Context: an optimization exercise on an open-source flow, tuned for small area, a short achievable clock period and few clock cycles per item. The choices shown serve that exercise and are no tape-out recipe. Where RTL was checked, it was by simulation tests only, not by an equivalence proof against the original.

==> inputs of trial 9 <==
==> flow/design.v <==
module qrc_fxp (
    input  wire        clk,
    input  wire        rst,
    input  wire        in_valid,
    output wire        in_ready,
    input  wire [2:0]  in_op,
    input  wire [7:0]  in_fb,
    input  wire [15:0] in_raw,
    input  wire [63:0] in_val,
    input  wire [31:0] in_meas,
    input  wire [4:0]  in_capdac,
    output reg         out_valid,
    input  wire        out_ready,
    output wire [1:0]  out_status,
    output wire [15:0] out_rdata,
    output wire [63:0] out_rval
);
    wire op_dec_s = (in_op == 3'd0);
    wire op_dec_u = (in_op == 3'd2);
    wire op_meas  = (in_op == 3'd4);
    wire op_dec   = op_dec_s || op_dec_u || op_meas;
    wire op_enc   = (in_op == 3'd1) || (in_op == 3'd3);
    reg [9:0] cap25;
    always @* begin
        case (in_capdac)
            5'd0:  cap25 = 10'd0;    5'd1:  cap25 = 10'd25;
            5'd2:  cap25 = 10'd50;   5'd3:  cap25 = 10'd75;
            5'd4:  cap25 = 10'd100;  5'd5:  cap25 = 10'd125;
            5'd6:  cap25 = 10'd150;  5'd7:  cap25 = 10'd175;
            5'd8:  cap25 = 10'd200;  5'd9:  cap25 = 10'd225;
            5'd10: cap25 = 10'd250;  5'd11: cap25 = 10'd275;
            5'd12: cap25 = 10'd300;  5'd13: cap25 = 10'd325;
            5'd14: cap25 = 10'd350;  5'd15: cap25 = 10'd375;
            5'd16: cap25 = 10'd400;  5'd17: cap25 = 10'd425;
            5'd18: cap25 = 10'd450;  5'd19: cap25 = 10'd475;
            5'd20: cap25 = 10'd500;  5'd21: cap25 = 10'd525;
            5'd22: cap25 = 10'd550;  5'd23: cap25 = 10'd575;
            5'd24: cap25 = 10'd600;  5'd25: cap25 = 10'd625;
            5'd26: cap25 = 10'd650;  5'd27: cap25 = 10'd675;
            5'd28: cap25 = 10'd700;  5'd29: cap25 = 10'd725;
            5'd30: cap25 = 10'd750;  default: cap25 = 10'd775;
        endcase
    end
    wire [10:0] meas_hi = {{3{in_meas[31]}}, in_meas[31:24]} + {1'b0, cap25};
    reg [26:0] dw;
    always @* begin
        dw = {meas_hi, in_meas[23:8]};
        if (op_dec_s) dw = {{11{in_raw[15]}}, in_raw};
        if (op_dec_u) dw = {11'd0, in_raw};
    end
    wire [7:0] dw_scale = op_meas ? 8'd19 : in_fb;
    wire [11:0] ev_s  = {1'b0, in_val[62:52]} + {4'd0, in_fb} + 12'd1;
    wire [6:0]  ev_k  = ev_s[6:0];
    wire        ev_ok = (in_val[62:52] != 11'd0) && (in_val[62:52] != 11'h7FF)
                      && (ev_s[11:7] == 5'b01000) && (ev_k <= 7'd67);
    wire [94:0] ev_f  = {15'd0, 1'b1, in_val[51:0], 27'd0};
    reg  [30:0] ev_win;
    always @* begin
        case (ev_k[6:4])
            3'd0:    ev_win = ev_f[94:64];
            3'd1:    ev_win = ev_f[78:48];
            3'd2:    ev_win = ev_f[62:32];
            3'd3:    ev_win = ev_f[46:16];
            3'd4:    ev_win = ev_f[30:0];
            default: ev_win = 31'd0;
        endcase
    end
    reg  v1;
    wire en2 = !out_valid || out_ready;
    wire en1 = !v1 || en2;
    assign in_ready = out_ready;
    always @(posedge clk) begin
        if (rst) begin
            v1        <= 1'b0;
            out_valid <= 1'b0;
        end else begin
            if (en1) v1 <= in_valid && out_ready;
            if (en2) out_valid <= v1;
        end
    end
    reg        s_dec, s_enc;
    reg [30:0] s_data;    
    reg [7:0]  s_aux;     
    always @(posedge clk) begin
        if (en1) begin
            s_dec  <= op_dec;
            s_enc  <= op_enc;
            s_data <= op_enc ? ev_win : {4'd0, dw};
            s_aux  <= op_enc ? {2'd0, ev_ok, in_val[63], ev_k[3:0]} : dw_scale;
        end
    end
    wire        d_sign = s_data[26];
    wire [25:0] d_mag  = d_sign ? -s_data[25:0] : s_data[25:0];
    reg [4:0] lead;
    integer i;
    always @* begin
        lead = 5'd0;
        for (i = 0; i < 26; i = i + 1)
            if (d_mag[i]) lead = i[4:0];
    end
    wire        d_nz   = |s_data[26:0];
    wire [25:0] d_norm = d_mag << (5'd25 - lead);
    wire [10:0] d_exp  = {3'b011, ~s_aux} + {6'd0, lead};
    wire [30:0] e_sh = s_data << s_aux[3:0];
    wire [15:0] e_q  = s_aux[4] ? -e_sh[30:15] : e_sh[30:15];
    reg        o_rsv, o_dec, o_enc;
    reg        o_sign;
    reg [10:0] o_exp;
    reg [8:0]  o_mhi;
    reg [15:0] o_low;     
    always @(posedge clk) begin
        if (en2) begin
            o_rsv  <= !s_dec && !s_enc;
            o_dec  <= s_dec;
            o_enc  <= s_enc && s_aux[5];
            o_sign <= s_dec && d_sign;
            o_exp  <= (s_dec && d_nz) ? d_exp : 11'd0;
            o_mhi  <= s_dec ? d_norm[24:16] : 9'd0;
            o_low  <= s_dec ? d_norm[15:0] : e_q;
        end
    end
    assign out_rval   = {o_sign, o_exp, o_mhi, o_dec ? o_low : 16'd0, 27'd0};
    assign out_rdata  = o_enc ? o_low : 16'd0;
    assign out_status = {o_rsv, 1'b0};
endmodule
==> flow/run.sh <==
#!/bin/bash
# synth_recipe.tcl (not shown) runs the flow's synth.tcl, then flattens the netlist and writes it again
# the make line also repeats each setting of config.mk as NAME=value (left out here)
make -C /OpenROAD-flow-scripts/flow DESIGN_CONFIG=/design/flow/config.mk WORK_HOME=/design/flow/orfs CLKGATE_MAP_FILE= SYNTH_SCRIPT=/design/flow/synth_recipe.tcl finish
==> flow/config.mk <==
export PLATFORM = sky130hd
export DESIGN_NAME = qrc_fxp
export DESIGN_NICKNAME = qrc_fxp
export VERILOG_FILES = /design/flow/design.v
export SDC_FILE = /design/flow/constraint.sdc
export NUM_CORES = 4
export LEC_CHECK = 0
export ABC_AREA = 1
export CAP_MARGIN = 20
export CORE_MARGIN = 2
export CORE_UTILIZATION = 40
export SETUP_SLACK_MARGIN = 5
export SLEW_MARGIN = 20
==> flow/constraint.sdc <==
create_clock -name core_clock -period 9.0 [get_ports {clk}]
set_input_delay 1.8000 -clock core_clock [delete_from_list [all_inputs] [get_ports {clk}]]
set_output_delay 1.8000 -clock core_clock [all_outputs]
set_load 0.01 [all_outputs]
==> trial 77 (differences from trial 9) <==
==> flow/design.v, changed modules only <==
module qrc_fxp (
    input  wire        clk,
    input  wire        rst,
    input  wire        in_valid,
    output wire        in_ready,
    input  wire [2:0]  in_op,
    input  wire [7:0]  in_fb,
    input  wire [15:0] in_raw,
    input  wire [63:0] in_val,
    input  wire [31:0] in_meas,
    input  wire [4:0]  in_capdac,
    output reg         out_valid,
    input  wire        out_ready,
    output wire [1:0]  out_status,
    output wire [15:0] out_rdata,
    output wire [63:0] out_rval
);
    wire op_dec_s = (in_op == 3'd0);
    wire op_dec_u = (in_op == 3'd2);
    wire op_meas  = (in_op == 3'd4);
    wire op_enc   = (in_op == 3'd1) || (in_op == 3'd3);
    wire op_rsv   = in_op[2] && (in_op[1:0] != 2'd0);
    wire [10:0] meas_hi = {{3{in_meas[31]}}, in_meas[31:24]}
                        + {1'b0, in_capdac, 4'd0} + {2'b0, in_capdac, 3'd0}
                        + {6'd0, in_capdac};
    reg [26:0] dw;
    always @* begin
        dw = 27'd0;
        if (op_meas)  dw = {meas_hi, in_meas[23:8]};
        if (op_dec_s) dw = {{11{in_raw[15]}}, in_raw};
        if (op_dec_u) dw = {11'd0, in_raw};
    end
    wire        dw_sign = dw[26];
    wire [25:0] dw_mag  = dw_sign ? -dw[25:0] : dw[25:0];
    wire [7:0]  dw_scale = op_meas ? 8'd19 : in_fb;
    wire [10:0] ev_exp = in_val[62:52];
    wire [12:0] ev_t   = 13'd1090 - {2'd0, ev_exp} - {5'd0, in_fb};
    wire        ev_ok  = op_enc && (ev_exp != 11'd0) && (ev_exp != 11'h7FF)
                       && (ev_t <= 13'd67);
    wire [67:0] ev_x   = {1'b1, in_val[51:0], 15'd0};
    reg  [30:0] ev_win;
    always @* begin
        case (ev_t[6:4])
            3'd0:    ev_win = ev_x[30:0];
            3'd1:    ev_win = ev_x[46:16];
            3'd2:    ev_win = ev_x[62:32];
            3'd3:    ev_win = {12'd0, ev_x[67:48]};
            default: ev_win = {27'd0, ev_x[67:64]};
        endcase
    end
    reg        r_rsv;
    reg        d_sign;
    reg [25:0] d_mag;
    reg [7:0]  d_scale;
    reg        e_sign;
    reg [3:0]  e_t;
    reg [30:0] e_win;
    assign in_ready = out_ready;
    always @(posedge clk) begin
        if (rst)
            out_valid <= 1'b0;
        else if (out_ready)
            out_valid <= in_valid;
    end
    always @(posedge clk) begin
        if (out_ready) begin
            r_rsv   <= op_rsv;
            d_sign  <= dw_sign;
            d_mag   <= dw_mag;
            d_scale <= dw_scale;
            e_sign  <= in_val[63] && ev_ok;
            e_t     <= ev_t[3:0];
            e_win   <= ev_ok ? ev_win : 31'd0;
        end
    end
    reg [4:0] lead;
    integer i;
    always @* begin
        lead = 5'd0;
        for (i = 0; i < 26; i = i + 1)
            if (d_mag[i]) lead = i[4:0];
    end
    wire        d_nz   = |d_mag;
    wire [25:0] d_norm = d_mag << (5'd25 - lead);
    wire [10:0] d_exp  = 11'd1023 + {6'd0, lead} - {3'd0, d_scale};
    assign out_rval = {d_sign, d_nz ? d_exp : 11'd0, d_norm[24:0], 27'd0};
    wire [30:0] e_sh = e_win >> e_t;
    assign out_rdata  = e_sign ? -e_sh[15:0] : e_sh[15:0];
    assign out_status = {r_rsv, 1'b0};
endmodule
- ABC_AREA: 1 -> not set
- ABC_CLOCK_PERIOD_IN_PS: not set -> 4000
==> flow_summary.ini <==
[route]
wl_met2_mm = 14.70

[sta]
min_period_over_period_pct = 58.02
fin_hold_ws_ps = 517.8
max_freq_mhz = 191.5

[cells_and_area]
bufAreaShareNonClock_pct = 23.74
inv_count = 53

[die]
core_um2 = 21760

[cts]
postCtsSetupBuffers = 105

[outcome]
status = no timing/DRC/antenna violations

[worst_setup_path]
path_buf_inv = 3
critPathTopFamily = compound AO/OA/AOI/OAI gates
That was trial 77.
==> flow_summary.ini <==
[sta]
fin_hold_ws_ps = 463.4
min_period_over_period_pct = 46.32
setup_viol = 0
max_freq_mhz = 239.9

[cts]
cts.clk_slew.worst_paths_ps = 70

[synth]
synth-main-ff-cell = edfxtp_1
synth_xor_area_share_pct = 3.573
synth_area_leaders = edfxtp_1 26%, nand2_1 17%, nand3_1 7.4%

[route]
wl_met2_mm = 16.31
wl_met1_mm = 14.39

[worst_hold_path]
worstHoldStart = v1

[worst_setup_path]
critPathTopFamily = simple AND/OR/NAND/NOR gates

[outcome]
status = no timing/DRC/antenna violations

[cells_and_area]
bufAreaShareNonClock_pct = 22.45
That was trial 9.
Testbench counts of trial 9, summed over its fixed seeds: cycles 12,016, items 12,000.
For trial 77, only the layout was checked, not whether the RTL still works.

==> afterwards: timing with drivers on the ports <==
The results above use ideal ports. As a check the final layouts listed here were re-extracted and re-timed, cells and wires unchanged.
Step 1, drivers: a clkbuf_16 drives clk and a buf_2 each remaining input, both assumed.
Step 2, shift: input delay + t, output delay - t, t = (earliest + latest rising clock arrival at the registers) / 2. This alone moves slack from input paths to output paths.
Slacks: ideal ports / drivers / drivers and shift; pairs: ideal ports / drivers.
run	shift t [ns]	slack for setup (ns)	hold WS [ns]
trial 9	0.397	4.831 / 4.831 / 4.475	0.463 / 0.463 / 0.463
trial 77	0.372	3.778 / 3.736 / 3.858	0.518 / 0.518 / 0.518
After both steps setup and hold are still met in every run listed. For trial 9, which loses most, drivers alone change the setup slack by 0.000 ns; drivers and shift together by -0.356 ns.
